What follows belongs to an exercise in optimizing a design on an open flow for small area, a short achievable clock period and few clock cycles per item; a production flow would make more cautious choices.
The RTL was checked by simulation tests, not by an equivalence proof against the original design.

==> design/flow/design.v <==
module spn_ginv (
  input  wire [7:0] x,
  output wire [7:0] y
);
  localparam [2047:0] T = 2048'h1c411acda07d9cdd8c0346683438235bb31e505de3d74e08adcf0ec6ebd60db16b90f89dd5c48b94eae2dbc563ae077ae6acfc1b045327a90fe4d4daa32f280b5786bcbd3d768ea571787511ef1fe00c62d2e7ce4a12c8264865b88fc32e7cfb9a89dcf9889f142a72848ad86d326adea4b902f7d9959e9b56be7396807f7e838281faa106d070b63cbab5108597b7793b219333df9147f44336a649d3af5e161761ec51f0223e18bf87244cca055ced09e9255413ab64a769f5312d6737fe1d1959bb776f2035f2426639f36c92452cc2a2443015980ac1c9a84d55f15a6e3ab2ee40ffccfd3f585f602b994baab474c7e5e1b0c0294fe8d17b52cbf68d0100;
  assign y = T[{x, 3'b000} +: 8];
endmodule
module spn_core (
  input  wire         clk,
  input  wire         rst,
  input  wire         start,
  input  wire [1:0]   op,
  input  wire [1:0]   klen,
  input  wire [255:0] key,
  input  wire [127:0] din,
  output reg          busy,
  output reg          done,
  output reg          err,
  output wire [127:0] dout
);
  localparam OP_KS  = 2'd0;
  localparam OP_ENC = 2'd1;
  localparam OP_DEC = 2'd2;
  localparam M_IDLE = 3'd0;
  localparam M_KS2  = 3'd2;    
  localparam M_KS3  = 3'd3;    
  localparam M_KS4  = 3'd4;    
  localparam M_WALK = 3'd5;    
  localparam M_ENC  = 3'd6;
  localparam M_DEC  = 3'd7;
  localparam [127:0] C63 = {16{8'h63}};
  reg  [2:0]   mode;
  reg          key_valid;
  reg          wend;         
  reg  [1:0]   nkc;          
  reg  [3:0]   pq;           
  reg          last;         
  reg  [127:0] yr;           
  reg          oenc;         
  reg  [255:0] win;
  reg  [255:0] rsv;
  wire [3:0] nr1 = 4'd11 + {1'b0, nkc, 1'b0};    
  wire accept = start && !busy;
  function [7:0] xt;
    input [7:0] a;
    begin
      xt = {a[6:0], 1'b0} ^ (a[7] ? 8'h1b : 8'h00);
    end
  endfunction
  function [31:0] mix_col;
    input [31:0] col;
    reg   [7:0]  a0, a1, a2, a3;
    begin
      a0 = col[31:24]; a1 = col[23:16]; a2 = col[15:8]; a3 = col[7:0];
      mix_col = {xt(a0 ^ a1) ^ a1 ^ a2 ^ a3,
                 xt(a1 ^ a2) ^ a2 ^ a3 ^ a0,
                 xt(a2 ^ a3) ^ a3 ^ a0 ^ a1,
                 xt(a3 ^ a0) ^ a0 ^ a1 ^ a2};
    end
  endfunction
  function [31:0] inv_mix_col;
    input [31:0] col;
    reg   [7:0]  a0, a1, a2, a3, u, v;
    begin
      a0 = col[31:24]; a1 = col[23:16]; a2 = col[15:8]; a3 = col[7:0];
      u = xt(xt(a0 ^ a2));
      v = xt(xt(a1 ^ a3));
      inv_mix_col = mix_col({a0 ^ u, a1 ^ v, a2 ^ u, a3 ^ v});
    end
  endfunction
  function [127:0] shift_rows;
    input [127:0] s;
    integer r, c;
    begin
      for (r = 0; r < 4; r = r + 1)
        for (c = 0; c < 4; c = c + 1)
          shift_rows[127 - 8*(r + 4*c) -: 8] = s[127 - 8*(r + 4*((c + r) % 4)) -: 8];
    end
  endfunction
  function [127:0] inv_shift_rows;
    input [127:0] s;
    integer r, c;
    begin
      for (r = 0; r < 4; r = r + 1)
        for (c = 0; c < 4; c = c + 1)
          inv_shift_rows[127 - 8*(r + 4*c) -: 8] = s[127 - 8*(r + 4*((c + 4 - r) % 4)) -: 8];
    end
  endfunction
  function [7:0] rcon_of;
    input [3:0] i;
    begin
      case (i)
        4'd1:  rcon_of = 8'h01;
        4'd2:  rcon_of = 8'h02;
        4'd3:  rcon_of = 8'h04;
        4'd4:  rcon_of = 8'h08;
        4'd5:  rcon_of = 8'h10;
        4'd6:  rcon_of = 8'h20;
        4'd7:  rcon_of = 8'h40;
        4'd8:  rcon_of = 8'h80;
        4'd9:  rcon_of = 8'h1b;
        4'd10: rcon_of = 8'h36;
        default: rcon_of = 8'h00;
      endcase
    end
  endfunction
  wire [31:0] w0 = win[255:224], w1 = win[223:192], w2 = win[191:160], w3 = win[159:128];
  wire [31:0] w4 = win[127:96],  w5 = win[95:64],   w6 = win[63:32],    w7 = win[31:0];
  function [15:0] step_pattern;
    input [1:0] k;
    input [3:0] q;
    input       fwd;
    reg         s0, s2, rt;
    reg  [3:0]  ri;
    reg  [4:0]  sel;
    reg  [1:0]  m3;
    begin
      case (q)
        4'd0, 4'd3, 4'd6, 4'd9, 4'd12, 4'd15: m3 = 2'd0;
        4'd1, 4'd4, 4'd7, 4'd10, 4'd13:       m3 = 2'd1;
        default:                              m3 = 2'd2;
      endcase
      s0 = 1'b0; s2 = 1'b0; rt = 1'b0; ri = 4'd0;
      case (k)
        2'd0: begin
          s0 = 1'b1; rt = 1'b1;
          ri = fwd ? q : q - 4'd2;
        end
        2'd1: begin
          if (m3 == 2'd0) begin
            s0 = 1'b1; rt = 1'b1;
            case (q)
              4'd3:  ri = fwd ? 4'd2  : 4'd1;
              4'd6:  ri = fwd ? 4'd4  : 4'd3;
              4'd9:  ri = fwd ? 4'd6  : 4'd5;
              4'd12: ri = fwd ? 4'd8  : 4'd7;
              default: ri = fwd ? 4'd10 : 4'd9;
            endcase
          end else if (m3 == 2'd1) begin
            s2 = 1'b1; rt = 1'b1;
            case (q)
              4'd1:  ri = fwd ? 4'd1 : 4'd0;
              4'd4:  ri = fwd ? 4'd3 : 4'd2;
              4'd7:  ri = fwd ? 4'd5 : 4'd4;
              4'd10: ri = fwd ? 4'd7 : 4'd6;
              default: ri = fwd ? 4'd9 : 4'd8;
            endcase
          end
        end
        default: begin
          s0 = 1'b1;
          rt = fwd ? !q[0] : q[0];
          ri = {1'b0, q[3:1]};
        end
      endcase
      if (fwd)
        sel = s2 ? 5'b00010 : 5'b00001;
      else if (k == 2'd0)
        sel = 5'b00100;
      else if (k == 2'd1 && s0)
        sel = 5'b10000;
      else
        sel = 5'b01000;
      step_pattern = {s0, s2, rt, rt ? rcon_of(ri) : 8'h00, sel};
    end
  endfunction
  reg        kfwd;                  
  reg        sub0, sub2, rot;
  reg  [7:0] krc;
  reg  [4:0] ksel;
  wire [31:0] ksin = ({32{ksel[0]}} & w7) | ({32{ksel[1]}} & (w7 ^ w2 ^ w3)) |
                     ({32{ksel[2]}} & (w2 ^ w3)) | ({32{ksel[3]}} & w3) |
                     ({32{ksel[4]}} & w1);
  wire [31:0] ksub_i;
  genvar g;
  generate
    for (g = 0; g < 4; g = g + 1) begin : g_ksbox
      spn_ginv u_inv (.x(ksin[31 - 8*g -: 8]), .y(ksub_i[31 - 8*g -: 8]));
    end
  endgenerate
  wire [31:0] ksub = ksub_i ^ 32'h63636363;
  wire [31:0] kt   = rot ? ({ksub[23:0], ksub[31:24]} ^ {krc, 24'h000000}) : ksub;
  reg [31:0] n0, n1, n2, n3;
  reg [31:0] m0, m1, m2, m3;
  always @(*) begin
    case (nkc)
      2'd0: begin
        n0 = w4 ^ kt; n1 = w5 ^ w4 ^ kt; n2 = w6 ^ w5 ^ w4 ^ kt; n3 = w7 ^ w6 ^ w5 ^ w4 ^ kt;
        m3 = w3 ^ w2; m2 = w2 ^ w1; m1 = w1 ^ w0; m0 = w0 ^ kt;
      end
      2'd1: begin
        n0 = w2 ^ (sub0 ? kt : w7);
        n1 = w3 ^ n0;
        n2 = sub2 ? (w4 ^ kt) : (w4 ^ n1);
        n3 = w5 ^ n2;
        m0 = w2 ^ (sub0 ? kt : w1);
        m1 = w3 ^ w2;
        m2 = w4 ^ (sub2 ? kt : w3);
        m3 = w5 ^ w4;
      end
      default: begin
        n0 = w0 ^ kt; n1 = w1 ^ w0 ^ kt; n2 = w2 ^ w1 ^ w0 ^ kt; n3 = w3 ^ w2 ^ w1 ^ w0 ^ kt;
        m0 = w4 ^ kt; m1 = w5 ^ w4; m2 = w6 ^ w5; m3 = w7 ^ w6;
      end
    endcase
  end
  wire [255:0] win_fwd = {win[127:0], n0, n1, n2, n3};
  wire [255:0] win_bwd = {m0, m1, m2, m3, win[255:128]};
  wire [127:0] rk_e = win[127:0];
  wire [127:0] rk_d = win[255:128];
  wire [127:0] e_sr  = shift_rows(yr);
  wire [127:0] e_mc  = {mix_col(e_sr[127:96]), mix_col(e_sr[95:64]),
                        mix_col(e_sr[63:32]),  mix_col(e_sr[31:0])};
  wire [127:0] e_next = e_mc ^ rk_e ^ C63;
  wire [127:0] d_ark = yr ^ rk_d;
  wire [127:0] d_a   = d_ark ^ C63;
  wire [127:0] d_imc = {inv_mix_col(d_a[127:96]), inv_mix_col(d_a[95:64]),
                        inv_mix_col(d_a[63:32]),  inv_mix_col(d_a[31:0])};
  wire [127:0] d_next = inv_shift_rows(d_imc);
  assign dout = oenc ? (e_sr ^ rk_e ^ C63) : d_ark;
  wire [127:0] k_enc  = wend ? rsv[255:128] : win[255:128];
  wire [127:0] k_dec  = wend ? win[127:0] : rsv[127:0];
  wire [127:0] a_enc  = din ^ k_enc;
  wire [127:0] a_dec  = inv_shift_rows(din ^ k_dec ^ C63);
  wire [127:0] a_next = op[1] ? a_dec : a_enc;
  wire [127:0] x_next = (mode == M_IDLE) ? a_next : (mode == M_ENC) ? e_next : d_next;
  wire [127:0] y_next;
  generate
    for (g = 0; g < 16; g = g + 1) begin : g_dinv
      spn_ginv u_inv (.x(x_next[127 - 8*g -: 8]), .y(y_next[127 - 8*g -: 8]));
    end
  endgenerate
  wire go_enc = accept && (op == OP_ENC) && key_valid;
  wire go_dec = accept && (op == OP_DEC) && key_valid;
  wire go_ks  = accept && (op == OP_KS) && (klen != 2'd3);
  wire go_err = accept && !go_enc && !go_dec && !go_ks;
  reg [2:0] mode_n;
  reg [3:0] pq_n;
  reg [1:0] nkc_n;
  reg       fin;           
  always @(*) begin
    mode_n = mode;
    pq_n   = pq;
    nkc_n  = nkc;
    fin    = 1'b0;
    case (mode)
      M_IDLE: begin
        if (go_ks) begin
          mode_n = M_KS2;
          nkc_n  = klen;
          pq_n   = 4'd2;
        end else if (go_enc) begin
          mode_n = M_ENC;
          pq_n   = 4'd2;
        end else if (go_dec) begin
          mode_n = M_DEC;
          pq_n   = nr1;
        end
      end
      M_KS2: begin
        mode_n = M_KS3;
        pq_n   = 4'd1;
      end
      M_KS3: begin
        mode_n = M_KS4;
        pq_n   = 4'd2;
      end
      M_KS4, M_WALK: begin
        mode_n = M_WALK;
        pq_n   = pq + 4'd1;
        if (pq == nr1 - 4'd1) begin    
          mode_n = M_IDLE;
          fin    = 1'b1;
        end
      end
      M_ENC: begin
        pq_n = pq + 4'd1;
        if (last) begin
          mode_n = M_IDLE;
          fin    = 1'b1;
        end
      end
      default: begin    
        pq_n = pq - 4'd1;
        if (last) begin
          mode_n = M_IDLE;
          fin    = 1'b1;
        end
      end
    endcase
  end
  wire [3:0]  nr1_n  = 4'd11 + {1'b0, nkc_n, 1'b0};
  wire        kfwd_n = (mode_n != M_DEC) && (mode_n != M_KS2);
  wire [15:0] pat_n  = step_pattern(nkc_n, pq_n, kfwd_n);
  wire        last_n = (mode_n == M_ENC) ? (pq_n == nr1_n - 4'd1) : (pq_n == 4'd3);
  always @(posedge clk) begin
    yr <= y_next;
    if (mode == M_IDLE)
      oenc <= !op[1];
  end
  always @(posedge clk) begin
    if (mode == M_IDLE) begin
      if (go_ks)
        win <= key;
      else if ((go_enc && wend) || (go_dec && !wend))
        win <= rsv;
    end else begin
      case (mode)
        M_KS2:  win <= win_bwd;
        M_DEC:  win <= win_bwd;
        default: win <= win_fwd;
      endcase
    end
  end
  always @(posedge clk) begin
    if ((go_enc && !wend) || (go_dec && wend) || mode == M_KS4)
      rsv <= win;
  end
  always @(posedge clk) begin
    pq   <= pq_n;
    nkc  <= nkc_n;
    last <= last_n;
    kfwd <= kfwd_n;
    {sub0, sub2, rot, krc, ksel} <= pat_n;
  end
  always @(posedge clk) begin
    if (rst) begin
      mode      <= M_IDLE;
      busy      <= 1'b0;
      done      <= 1'b0;
      err       <= 1'b0;
      key_valid <= 1'b0;
    end else begin
      mode <= mode_n;
      busy <= (mode_n != M_IDLE);
      done <= fin || go_err;
      err  <= go_err;
      if (go_ks)
        key_valid <= 1'b0;
      else if (fin && mode != M_ENC && mode != M_DEC)
        key_valid <= 1'b1;
      if (fin)
        wend <= (mode != M_DEC);
    end
  end
endmodule
==> design/flow/flow/run.sh <==
#!/bin/bash
# Layout: the standard synthesis unchanged, then ORFS's standard layout steps
# with a larger setup margin for repair_timing (same SDC, same clock period).
# Each tool run's full output goes to a log file in this folder.
set -uo pipefail
bash standard.sh synth > synth.log 2>&1 || exit 1
bash standard.sh SETUP_SLACK_MARGIN=8 finish > layout.log 2>&1 || exit 1
==> design/flow/standard.sh <==
#!/bin/bash
# synth_recipe.tcl (not shown) runs the flow's synth.tcl, then flattens the netlist and writes it again
# the make line also repeats each setting of config.mk as NAME=value (left out here)
make -C /OpenROAD-flow-scripts/flow DESIGN_CONFIG=/design/flow/config.mk WORK_HOME=/design/flow/orfs CLKGATE_MAP_FILE= SYNTH_SCRIPT=/design/flow/synth_recipe.tcl "${@:-finish}"
==> design/flow/config.mk <==
export PLATFORM = sky130hd
export DESIGN_NAME = spn_core
export DESIGN_NICKNAME = spn_core
export VERILOG_FILES = /design/flow/design.v
export SDC_FILE = /design/flow/constraint.sdc
export NUM_CORES = 8
export LEC_CHECK = 0
export ABC_AREA = 1
export CAP_MARGIN = 20
export CELL_PAD_IN_SITES_DETAIL_PLACEMENT = 1
export CELL_PAD_IN_SITES_GLOBAL_PLACEMENT = 2
export CORE_MARGIN = 2
export CORE_UTILIZATION = 30
export SLEW_MARGIN = 20
==> design/flow/constraint.sdc <==
create_clock -name core_clock -period 13.0 [get_ports {clk}]
set_input_delay 2.6000 -clock core_clock [delete_from_list [all_inputs] [get_ports {clk}]]
set_output_delay 2.6000 -clock core_clock [all_outputs]
set_load 0.01 [all_outputs]
==> results.toml <==
[yosys]
synth_compound_area_share_pct = 13.2
synth_edf_count = 514
ys_ff_latch = 672
synth_top_family_by_area = "simple AND/OR/NAND/NOR gates"
yosys_warnings = 1
avgSynthCellArea_um2 = 5.60
yosys-top-cells-area = "nand3_1 (22%), nand2_1 (21%), edfxtp_1 (12%)"
synth_mux_area_share_pct = 0.133
synth_seq_area_share_pct = 14.5
yosys.area_share.simple_pct = 48.5
synth_top_area_cell = "nand3_1"
yosysTopAreaCellShare_pct = 21.8
syn_area_um2 = 128000
synth_fa_ha_area_share_pct = 2.32
synth_fp_nets = 23500
ys_types = 71
ys.flop_type = "edfxtp_1"
async_reset_ff_share_pct = 0
syn_inst = 22900
synth-xor-area-share_pct = 11.0

[sta]
timing.final.crit_share_pct = 41.4
finalHoldViolCount = 0
max_freq_ghz = 0.186
skew_ns = 0.114
setup_violations = 0
timing.final.max_slew_violations = 0
rsz0062_at_grt = "true"
max_slew_margin_pct = 11.1
tightest_slew_ns = 1.33
fin_crit_ns = 5.39
finalSetupTns_ns = 0

[route]
drt_iter0_markers = 24700
num_vias = 181000
vias_per_cell = 6.23
avgRoutedWirePerCell_um = 36.4
firstDrtPassIters = 6
post-route-drc-count = 0
drt-total-wl_um = 1060000
ant_nets = 0

[setup_path]
end_kind = "output port"
crit_chain = "buf_6, buf_4, buf_6, buf_8, buf_6, clkbuf_16, o21ai_1, buf_4, clkbuf_2"
crit_type = "register to output port"
crit_required_ns = 10.40
crit_top_cell = "buf_6"
crit_fanout = 5
crit_slowest_cell = "edfxtp_1"
slowest_delay_ns = 0.40
start_kind = "register"
cp.arrival_ns = 2.79

[floorplanning]
core-area_um2 = 424000
die_area_um2 = 432000
pin_count = 522
die_y_um = 657
start_util_pct = 30.2
row_count = 239
fp.dieW_um = 657

[clock_network]
cts_tree = "built"
cts_hold_buf = 0
cts-buffers-inserted = 107
root_buffer = "clkbuf_16"
insertion_delay_ns = 0.98
clk_pin_slew_ns = 0.07
cts.sinks = 672
clock_path_buffers = 4
cts.htree.levels = 3

[place]
portBuffers = 521
post-dp-hpwl_um = 766000
gp_congestion = 1.04

[global_routing]
grt_pass1_wl_um = 1410000
gr-usage-all-layers_pct = 45.8
overflow = 0
antenna_found_initial = 82
grt_start_max_net_pins = 131
grt_pass1_vias = 169000

[layout]
final_nets = 23900
syn_to_final_growth_pct = 27.1
drive_gt1_share_pct = 15.9

[worst_hold_path]
min_path_type = "register to register"

[status]
status = "finished clean"

[flow_run]
max_cap_violations = 0
worst paths after layout:
check,slack (ns),start,depth (start not counted),to
min reg2reg,0.50,key_valid,1,key_valid
max,7.61,oenc,9,dout[40]
min,0.50,key_valid,1,key_valid
max reg2reg,7.82,win[134],24,yr[26]
synth_stat cells, types with 14 or more instances:
master	n
nand3_1	5577
nand3b_1	60
nor2_1	974
buf_2	649
clkinv_1	43
mux2i_1	17
a31oi_1	41
nand2_1	7205
a221oi_1	14
o21ai_1	76
o2111ai_1	17
o221ai_1	58
or2_2	82
xor2_1	722
a21oi_2	21
clkbuf_1	652
o21a_1	28
edfxtp_1	514
a21oi_1	673
nand2_2	90
o21ai_0	1470
xnor2_2	42
o22ai_1	89
buf_6	20
a22oi_1	199
xor2_2	37
inv_2	82
and2_1	14
nor2_2	54
ha_1	220
dfxtp_1	158
buf_4	118
buf_1	118
xnor2_1	717
inv_1	1468
o21bai_1	30
o211ai_1	218
nand4_1	172
nand3_2	14
final cells by class:
type,instances,area [um^2]
fill,55200,261000
multi-input combinational,19100,107000
timing repair buffer,1824,19900
sequential,672,18800
tap,5663,7090
inverter,1594,6510
clock buffer,139,2980
clock inverter,57,759
antenna,51,128
timing repair inverter,7,116
cell usage in the layout, fill, tap and decap left out, types with 81 or more instances in the layout:
| cell type | Yosys | routed |
|---|---|---|
| xnor2_1 | 717 | 625 |
| nand3_4 | 0 | 99 |
| clkdlybuf4s50_1 | 0 | 376 |
| nor2_2 | 54 | 127 |
| buf_4 | 118 | 834 |
| ha_1 | 220 | 127 |
| inv_2 | 82 | 118 |
| nor2_1 | 974 | 812 |
| a21oi_1 | 673 | 641 |
| edfxtp_1 | 514 | 514 |
| clkbuf_16 | 0 | 128 |
| inv_1 | 1468 | 1332 |
| a22oi_1 | 199 | 198 |
| nand2_1 | 7205 | 6777 |
| or2_2 | 82 | 81 |
| o211ai_1 | 218 | 218 |
| o22ai_1 | 89 | 89 |
| o21ai_0 | 1470 | 1255 |
| xor2_1 | 722 | 654 |
| buf_6 | 20 | 243 |
| nand2_2 | 90 | 356 |
| o21ai_1 | 76 | 130 |
| o21ai_4 | 1 | 111 |
| nor2_4 | 3 | 92 |
| buf_12 | 0 | 223 |
| nand4_1 | 172 | 172 |
| nand3_2 | 14 | 203 |
| nand2_4 | 5 | 144 |
| nand3_1 | 5577 | 5290 |
per-layer routing:
metal  routed length, um  vias to the layer above  GRT usage [%]  part of all wire (%)
li1                    -                    77300              -                     -
met1              405000                    89800           57.6                    38
met2              430000                    11300           66.7                    41
met3              112000                     2768           10.4                    11
met4              109000                       26           37.6                    10
met5                 163                        -              0                 0.015
flip-flops by register name, indices dropped and copies added, names as in the netlist:
register	count
win	256
mode	3
nkc	2
rot	1
err	1
ksel	5
key_valid	1
done	1
yr	128
oenc	1
pq	4
busy	1
sub2	1
sub0	1
rsv	256
wend	1
krc	8
last	1
per-stage QoR:
| stage | utilization (%) | worst slack, ns | std cells | area (um^2) | hold slack [ns] |
|---|---|---|---|---|---|
| finish | 38.4 | 7.61 | 29100 | 163000 | 0.502 |
| global route | 38.4 | 7.61 | 29000 | 163000 | 0.531 |
| CTS | 36.2 | 7.62 | 28600 | 154000 | 0.499 |
| detailed placement | 32.3 | 4.70 | 27900 | 137000 | 0.486 |
| global placement | 32.3 | 4.76 | 27900 | 137000 | 0.478 |
| floorplan | - | -2.87 | 22900 | 128000 | 0.421 |
worst max-delay path: cells and delay by family, from the launching register on:
| kind | cells | cell delay [ns] |
|---|---|---|
| flops | 1 | 0.40 |
| compound gates | 1 | 0.21 |
| buf+inv | 8 | 1.21 |
kinds of logic (layout without fill, tap and decap cells):
kind of cell    after synthesis  in the layout
other cells                   0             51
xor+xnor                   1524           1524
flops                       672            672
buf+inv                    3159           3621
simple gates              14300          14300
compound gates             2987           2988
fa+ha+maj                   231            231
mux                          17             17
timing repair:
action | in CTS | in global routing
setup buffers | 495 | 340
setup endpoints to repair | 973 | 466
pin swaps | 140 | 242
resized for setup | 2002 | 1613
gates cloned | 29 | 34
Testbench counts, summed over its fixed seeds: cycles 6,694, blocks 512.

port drivers added, routing unchanged:
The results above use ideal ports. As a check the final layout listed here was re-extracted and re-timed, cells and wires unchanged.
Step 1 (the two cells are an assumption about what drives the block):
set clk [get_ports {clk}]
set_driving_cell -lib_cell sky130_fd_sc_hd__clkbuf_16 $clk
set_driving_cell -lib_cell sky130_fd_sc_hd__buf_2 [delete_from_list [all_inputs] $clk]
Step 2 moves the port delays by t, midway between the first and last clock arrival at a register: inputs arrive t later, outputs are due t later. That takes back most of the time a late clock gives input paths.
a / b / c = ideal ports / drivers / drivers and shift; a / b = the first two.
t, ns: 1.054
slack for setup (ns): 7.613 / 7.481 / 6.692
clock arrival spread, ns: 0.115 / 0.115
slew at the worst register clock pin (ns): 0.07 / 0.07
worst slew at a driven data input, ns: 0.30
After both steps setup and hold are still met in this run. For this run, drivers alone change the setup slack by -0.132 ns; drivers and shift together by -0.921 ns.
